This design comes from an exercise in tuning for small area and few clock cycles per item on the open sky130 flow, not from production work. The RTL of this run was laid out without a check of its function. Power and IR drop assume default switching activity.

`run.sh`:
```
#!/bin/bash
# synth_recipe.tcl (not shown) runs the flow's synth.tcl, then flattens the netlist and writes it again
# the make line also repeats each setting of config.mk as NAME=value (left out here)
make -C /OpenROAD-flow-scripts/flow DESIGN_CONFIG=/design/flow/config.mk WORK_HOME=/design/flow/orfs CLKGATE_MAP_FILE= SYNTH_SCRIPT=/design/flow/synth_recipe.tcl finish
```
`config.mk`:
```
export PLATFORM = sky130hd
export DESIGN_NAME = lcc_core
export DESIGN_NICKNAME = lcc_core
export VERILOG_FILES = /design/flow/design.v
export SDC_FILE = /design/flow/constraint.sdc
export NUM_CORES = 4
export LEC_CHECK = 0
export CAP_MARGIN = 20
export CORE_MARGIN = 2
export CORE_UTILIZATION = 40
export SLEW_MARGIN = 20
```
`constraint.sdc`:
```
create_clock -name core_clock -period 3.5 [get_ports {clk}]
set_input_delay 0.7000 -clock core_clock [delete_from_list [all_inputs] [get_ports {clk}]]
set_output_delay 0.7000 -clock core_clock [all_outputs]
set_load 0.01 [all_outputs]
```
`design.v`:
```
module lcc_core (
    input  wire        clk,
    input  wire        rst,         
    input  wire        cmd_valid,
    output wire        cmd_ready,
    input  wire [7:0]  cmd,
    input  wire [15:0] din,
    output reg         rsp_valid,
    output reg  [15:0] dout,
    output reg  [1:0]  rsp
);
    localparam [1:0] RSP_OK        = 2'b00;
    localparam [1:0] RSP_MALFORMED = 2'b01;
    localparam [1:0] RSP_ILLEGAL   = 2'b10;
    localparam [3:0] OP_NOP      = 4'h0;
    localparam [3:0] OP_MAN_ENC  = 4'h1;
    localparam [3:0] OP_MAN_DEC  = 4'h2;
    localparam [3:0] OP_MAN_CHK  = 4'h3;
    localparam [3:0] OP_MAN_DECC = 4'h4;
    localparam [3:0] OP_DM_ENC   = 4'h5;
    localparam [3:0] OP_DM_DEC   = 4'h6;
    localparam [3:0] OP_BMC_ENC  = 4'h7;
    localparam [3:0] OP_BMC_DEC  = 4'h8;
    localparam [3:0] OP_BMC_CHK  = 4'h9;
    localparam [3:0] OP_TRANS    = 4'hA;
    localparam [3:0] OP_CSRR     = 4'hB;
    localparam [3:0] OP_CSRW     = 4'hC;
    reg        pol;
    reg        prev;
    reg        err;
    reg        ill;
    reg [15:0] cnt;
    assign cmd_ready = ~rst;
    wire accept = cmd_valid & cmd_ready;
    wire [3:0] op = cmd[7:4];
    wire [1:0] w  = cmd[3:2];
    wire [1:0] z  = cmd[1:0];
    wire [3:0] k  = cmd[3:0];
    reg legal;
    always @* begin
        case (op)
            OP_NOP:  legal = (k == 4'd0);
            OP_CSRR: legal = (k <= 4'd4);
            OP_CSRW: legal = (k <= 4'd3);
            OP_MAN_ENC, OP_MAN_DEC, OP_MAN_CHK, OP_DM_ENC, OP_DM_DEC,
            OP_BMC_ENC, OP_BMC_DEC, OP_BMC_CHK:
                     legal = (z == 2'b00) && (w != 2'b11);
            OP_MAN_DECC, OP_TRANS:
                     legal = (z == 2'b00) && (w == 2'b10);
            default: legal = 1'b0;
        endcase
    end
    reg [3:0] nbits;
    always @* begin
        case (w)
            2'b00:   nbits = 4'd1;
            2'b01:   nbits = 4'd4;
            default: nbits = 4'd8;
        endcase
    end
    integer j;
    reg [15:0] man_enc_out;
    always @* begin
        man_enc_out = 16'h0000;
        for (j = 0; j < 8; j = j + 1)
            if (j < nbits) begin
                man_enc_out[2*j+1] = ~(din[j] ^ pol);
                man_enc_out[2*j]   =   din[j] ^ pol;
            end
    end
    reg [15:0] man_dec_out;
    reg        man_bad;
    always @* begin
        man_dec_out = 16'h0000;
        man_bad     = 1'b0;
        for (j = 0; j < 8; j = j + 1)
            if (j < nbits) begin
                man_dec_out[j] = din[2*j] ^ pol;
                if (din[2*j+1] == din[2*j])
                    man_bad = 1'b1;
            end
    end
    reg [7:0] decc_data;
    reg       decc_valid;
    always @* begin
        decc_data  = 8'h00;
        decc_valid = 1'b1;
        for (j = 0; j < 8; j = j + 1) begin
            decc_data[j] = din[2*j] ^ pol;
            if (din[2*j+1] == din[2*j])
                decc_valid = 1'b0;
        end
    end
    reg [15:0] dm_enc_out;
    reg        dm_enc_prev;
    reg        dm_s0;
    always @* begin
        dm_enc_out  = 16'h0000;
        dm_enc_prev = prev;
        dm_s0       = 1'b0;
        for (j = 7; j >= 0; j = j - 1)
            if (j < nbits) begin
                dm_s0 = din[j] ? dm_enc_prev : ~dm_enc_prev;
                dm_enc_out[2*j+1] = dm_s0;
                dm_enc_out[2*j]   = ~dm_s0;
                dm_enc_prev       = ~dm_s0;
            end
    end
    reg [15:0] dm_dec_out;
    reg        dm_dec_prev;
    always @* begin
        dm_dec_out  = 16'h0000;
        dm_dec_prev = prev;
        for (j = 7; j >= 0; j = j - 1)
            if (j < nbits) begin
                dm_dec_out[j] = (dm_dec_prev == din[2*j+1]);
                dm_dec_prev   = din[2*j];
            end
    end
    reg [15:0] bmc_enc_out;
    reg        bmc_enc_prev;
    reg        bmc_s0;
    reg        bmc_s1;
    always @* begin
        bmc_enc_out  = 16'h0000;
        bmc_enc_prev = prev;
        bmc_s0       = 1'b0;
        bmc_s1       = 1'b0;
        for (j = 7; j >= 0; j = j - 1)
            if (j < nbits) begin
                bmc_s0 = ~bmc_enc_prev;
                bmc_s1 = din[j] ? ~bmc_s0 : bmc_s0;
                bmc_enc_out[2*j+1] = bmc_s0;
                bmc_enc_out[2*j]   = bmc_s1;
                bmc_enc_prev       = bmc_s1;
            end
    end
    reg [15:0] bmc_dec_out;
    always @* begin
        bmc_dec_out = 16'h0000;
        for (j = 0; j < 8; j = j + 1)
            if (j < nbits)
                bmc_dec_out[j] = din[2*j+1] ^ din[2*j];
    end
    reg bmc_chk_prev;
    reg bmc_bad;
    always @* begin
        bmc_chk_prev = prev;
        bmc_bad      = 1'b0;
        for (j = 7; j >= 0; j = j - 1)
            if (j < nbits) begin
                if (din[2*j+1] == bmc_chk_prev)
                    bmc_bad = 1'b1;
                bmc_chk_prev = din[2*j];
            end
    end
    wire [7:0] trans_mask = din[7:0] ^ {prev, din[7:1]};
    reg [15:0] csr_rdata;
    always @* begin
        case (k)
            4'd0:    csr_rdata = {15'd0, pol};
            4'd1:    csr_rdata = {15'd0, prev};
            4'd2:    csr_rdata = {14'd0, ill, err};
            4'd3:    csr_rdata = cnt;
            default: csr_rdata = err ? cnt : 16'h0000;
        endcase
    end
    wire [15:0] cnt_inc = (cnt == 16'hFFFF) ? cnt : cnt + 16'd1;
    reg        pol_n, prev_n, err_n, ill_n;
    reg [15:0] cnt_n;
    reg [15:0] dout_n;
    reg [1:0]  rsp_n;
    reg        chk_valid;
    reg        do_account;
    always @* begin
        pol_n      = pol;
        prev_n     = prev;
        err_n      = err;
        ill_n      = ill;
        cnt_n      = cnt;
        dout_n     = 16'h0000;
        rsp_n      = RSP_OK;
        chk_valid  = 1'b1;
        do_account = 1'b0;
        if (!legal) begin
            ill_n = 1'b1;
            rsp_n = RSP_ILLEGAL;
        end else begin
            case (op)
                OP_MAN_ENC: dout_n = man_enc_out;
                OP_MAN_DEC: begin
                    dout_n = man_dec_out;
                    rsp_n  = man_bad ? RSP_MALFORMED : RSP_OK;
                end
                OP_MAN_CHK: begin
                    chk_valid  = ~man_bad;
                    do_account = 1'b1;
                    rsp_n      = man_bad ? RSP_MALFORMED : RSP_OK;
                end
                OP_MAN_DECC: begin
                    chk_valid  = decc_valid;
                    do_account = 1'b1;
                    dout_n     = decc_valid ? {8'h00, decc_data} : 16'h0000;
                    rsp_n      = decc_valid ? RSP_OK : RSP_MALFORMED;
                end
                OP_DM_ENC: begin
                    dout_n = dm_enc_out;
                    prev_n = dm_enc_prev;
                end
                OP_DM_DEC: begin
                    dout_n = dm_dec_out;
                    prev_n = dm_dec_prev;
                end
                OP_BMC_ENC: begin
                    dout_n = bmc_enc_out;
                    prev_n = bmc_enc_prev;
                end
                OP_BMC_DEC: begin
                    dout_n = bmc_dec_out;
                    prev_n = din[0];
                end
                OP_BMC_CHK: begin
                    chk_valid  = ~bmc_bad;
                    do_account = 1'b1;
                    prev_n     = bmc_chk_prev;
                    rsp_n      = bmc_bad ? RSP_MALFORMED : RSP_OK;
                end
                OP_TRANS: dout_n = {8'h00, trans_mask};
                OP_CSRR:  dout_n = csr_rdata;
                OP_CSRW: begin
                    case (k)
                        4'd0: pol_n  = din[0];
                        4'd1: prev_n = din[0];
                        4'd2: begin
                            err_n = din[0];
                            ill_n = din[1];
                        end
                        default: cnt_n = din;
                    endcase
                end
                default: ;   
            endcase
            if (do_account) begin
                if (!chk_valid)
                    err_n = 1'b1;
                else if (!err)
                    cnt_n = cnt_inc;
            end
        end
    end
    always @(posedge clk) begin
        if (rst) begin
            pol       <= 1'b0;
            prev      <= 1'b0;
            err       <= 1'b0;
            ill       <= 1'b0;
            cnt       <= 16'h0000;
            rsp_valid <= 1'b0;
        end else begin
            rsp_valid <= accept;
            if (accept) begin
                pol  <= pol_n;
                prev <= prev_n;
                err  <= err_n;
                ill  <= ill_n;
                cnt  <= cnt_n;
                dout <= dout_n;
                rsp  <= rsp_n;
            end
        end
    end
endmodule
```
==> run summary <==
## metal layers
metal  vias to the layer above  track usage, %  part of all wire (%)
met2                       201            47.4                    47
met5                         -               0                     0
li1                       1956               -                     -
met3                        19            5.75                   8.2
met1                      2004            38.0                    43
met4                         0            7.79                   1.9
## synthesized netlist by cell type, types with 3 or more instances
| library cell | n |
|---|---|
| nand3_1 | 12 |
| o2bb2ai_1 | 3 |
| o22a_1 | 10 |
| nand2_1 | 41 |
| a211oi_1 | 15 |
| mux2i_1 | 4 |
| nor3_1 | 13 |
| nand2b_1 | 9 |
| a221o_1 | 3 |
| nand4_1 | 4 |
| inv_1 | 8 |
| a31oi_1 | 5 |
| a21oi_1 | 29 |
| edfxtp_1 | 18 |
| a211oi_2 | 5 |
| o21ai_1 | 10 |
| o221ai_1 | 4 |
| xnor2_1 | 31 |
| a221oi_1 | 7 |
| and3_1 | 13 |
| xor2_1 | 19 |
| and2_1 | 5 |
| a22oi_1 | 5 |
| buf_2 | 13 |
| dfxtp_1 | 21 |
| clkbuf_1 | 15 |
| buf_4 | 3 |
| o21ai_0 | 22 |
| o21a_1 | 5 |
| o22ai_1 | 7 |
| nor2_1 | 55 |
| or3_1 | 4 |
| o211ai_1 | 6 |
| nor2b_1 | 11 |
## final timing paths
| check | end | slack (ns) | depth (start not counted) |
|---|---|---|---|
| setup / recovery | cnt[10]$_SDFFE_PP0P_ | 0.23 | 13 |
| hold / removal | cnt[13]$_SDFFE_PP0P_ | 0.60 | 2 |
| setup reg to reg | cnt[10]$_SDFFE_PP0P_ | 1.04 | 9 |
| hold reg to reg | cnt[13]$_SDFFE_PP0P_ | 0.60 | 2 |
## stage by stage
step,power [mW],utilization (%),setup TNS (ns)
after floorplan,0.787,-,0
after global placement,0.982,51.5,0
after detailed placement,0.984,51.5,-0.672
after CTS,1.38,52.7,0
after global routing,1.43,52.7,0
final,1.38,52.7,0
## worst min-delay path: stages, from the launching register on
cell and delay, ns:
dfxtp_1 0.40, inv_1 0.10, a221oi_2 0.05
## cells by family (layout without fill, tap and decap cells)
| logic type | after synthesis | count (layout) | synth area share [%] |
|---|---|---|---|
| fa+ha+maj | 2 | 2 | 0.645 |
| buf+inv | 44 | 123 | 5.35 |
| flops | 39 | 39 | 24.8 |
| compound gates | 159 | 159 | 30.2 |
| mux | 5 | 5 | 1.61 |
| xor+xnor | 56 | 56 | 14.5 |
| simple gates | 181 | 181 | 22.9 |
## layout make-up
cell class | instances | area (um^2)
clock buffer | 5 | 68.8
clock inverter | 3 | 43.8
inverter | 10 | 37.5
tap | 129 | 161
fill | 906 | 4410
multi-input combinational | 403 | 2710
timing repair buffer | 105 | 928
sequential | 39 | 961
## registers in the layout (all words and copies together), names as in the netlist
register,count
err,1
dout,16
ill,1
rsp_valid,1
prev,1
cnt,16
pol,1
rsp,2
## report_power, final
part	switching, mW	internal [mW]	total (mW)
registers	0.00611	0.490	0.496
logic	0.264	0.223	0.487
clock network	0.181	0.213	0.394
total	0.452	0.925	1.38
==> results.json <==
{
  "dp_slack_ns": -0.0821,
  "worstPathArrival_ns": 3.51,
  "wl_per_cell_um": 21.0,
  "yosys.area.top_type": "edfxtp_1",
  "rsz0062_at_grt": "false",
  "die_area_um2": 10500,
  "cp-start-kind": "input port",
  "instances_no_fill": 694,
  "worstSetupPathType": "input port to flip-flop",
  "cp_max_fo": 9,
  "cts_hold_buf": 0,
  "areaGrowthSynthToFinish_pct": 26.7,
  "syn_inst": 486,
  "grt_use_total_pct": 28.7,
  "worstHoldStart": "cnt[13]$_SDFFE_PP0P_",
  "synth_edf_count": 18,
  "rows": 35,
  "wl_mm": 14.6,
  "drv_cap": 0,
  "grt-ovfl-total": 0,
  "die_y_um": 102,
  "fin_worst_skew_ns": 0.00507,
  "synth_nets": 515,
  "ys_ff_latch": 39,
  "first_iter_violations": 344,
  "final_common_cell": "buf_4",
  "layout_common_cells": "57 x buf_4, 55 x nor2_1, 46 x clkdlybuf4s50_1",
  "antenna_found_initial": 0,
  "netlist_area_um2": 3880,
  "vias": 4180,
  "cts.repair.resized": 0,
  "drc_errors": 0,
  "firstDrtPassIters": 6,
  "timing.rr.start": "prev$_SDFFE_PP0P_",
  "root_buffer": "clkbuf_8",
  "die_w_um": 102,
  "synth_seq_area_share_pct": 24.8,
  "critPathTopFamily": "compound AO/OA/AOI/OAI gates",
  "first_global_vias": 4052,
  "fin_crit_ns": 3.27,
  "coreArea_um2": 9330,
  "max_freq_mhz": 306,
  "crit_slowest_cell": "clkdlybuf4s50_1",
  "final_area_um2": 4910,
  "drive_gt1_share_pct": 16.6,
  "avgViaCountPerCell": 6.02,
  "placed_cell_area_um2": 4800,
  "nets": 593,
  "report.final.slew_viol_count": 0,
  "h-tree-depth": 2,
  "worst_slack_ns": 0.230,
  "total_leakage_power_nw": 1.75,
  "hpwlAfterDp_mm": 11.5,
  "synth_area_per_cell_um2": 7.98,
  "synth_area_leaders": "edfxtp_1 14%, dfxtp_1 11%, xnor2_1 7.0%",
  "postCtsSetupBuffers": 0,
  "cp_cell_sequence": "clkdlybuf4s50_1, nor2_2, inv_2, ha_1, mux2i_4, a211oi_2, o21ai_0, nand3_2, o31ai_4, buf_4, nand2_2, a21boi_4, o22a_1",
  "ir_drop_v": 0.000214,
  "power-per-cell-area_nw_per_um2": 280,
  "grt_first_pass_wirelength_mm": 22.5,
  "portBuffers": 46,
  "setup.worst_path.end_class": "flip-flop",
  "setup_viol": 0,
  "min_path_type": "flip-flop to flip-flop",
  "clkTransAtPathRegs_ns": 0.09,
  "outcome": "timing/DRC/antenna clean",
  "antenna_cells": 0,
  "dp_cells": 686,
  "cts_tree": "built",
  "numCtsBuffers": 5,
  "finalCritPeriodShare_pct": 93.4,
  "required_ns": 3.75,
  "cts_num_sinks": 39,
  "clock_latency_ns": 0.30,
  "boundaryPins": 47,
  "hold_viol": 0,
  "slew_headroom_pct": 58.0,
  "antenna_left": 0,
  "yosysWarnings": 1,
  "tightest_slew_ns": 0.628,
  "slowest_delay_ns": 0.52,
  "initial_utilization_pct": 41.6,
  "async_flop_share_pct": 0,
  "startpoint": "cmd[2]",
  "place_congestion": 1.05,
  "grt_max_degree": 20,
  "clock_path_buffers": 2,
  "crit_buf_inv": 3,
  "ys_types": 75,
  "synth-main-ff-cell": "dfxtp_1",
  "synth_top_area_share_pct": 13.9,
  "timing.hold.ws_ns": 0.598
}

## what the ideal ports hide
In the flow no input, the clock included, has a driving cell. The finished layout below was timed again as built, in two steps. Step 1 (the two cells are an assumption about what drives the block):
set clk [get_ports {clk}]
set_driving_cell -lib_cell sky130_fd_sc_hd__clkbuf_16 $clk
set_driving_cell -lib_cell sky130_fd_sc_hd__buf_2 [delete_from_list [all_inputs] $clk]
Step 2 moves the port delays by t, midway between the first and last clock arrival at a register: inputs arrive t later, outputs are due t later. That takes back most of the time a late clock gives input paths. Slacks: ideal ports / drivers / drivers and shift; pairs: ideal ports / drivers.
t, ns: 0.325
setup WS [ns]: 0.230 / 0.237 / -0.088
worst hold slack (ns): 0.598 / 0.598 / 0.598
worst setup path at the end: input to register
slew at the worst register clock pin (ns): 0.09 / 0.09
Met with ideal ports but missed after step 2: setup timing in this run. For this run, drivers alone change the setup slack by +0.007 ns; drivers and shift together by -0.318 ns.
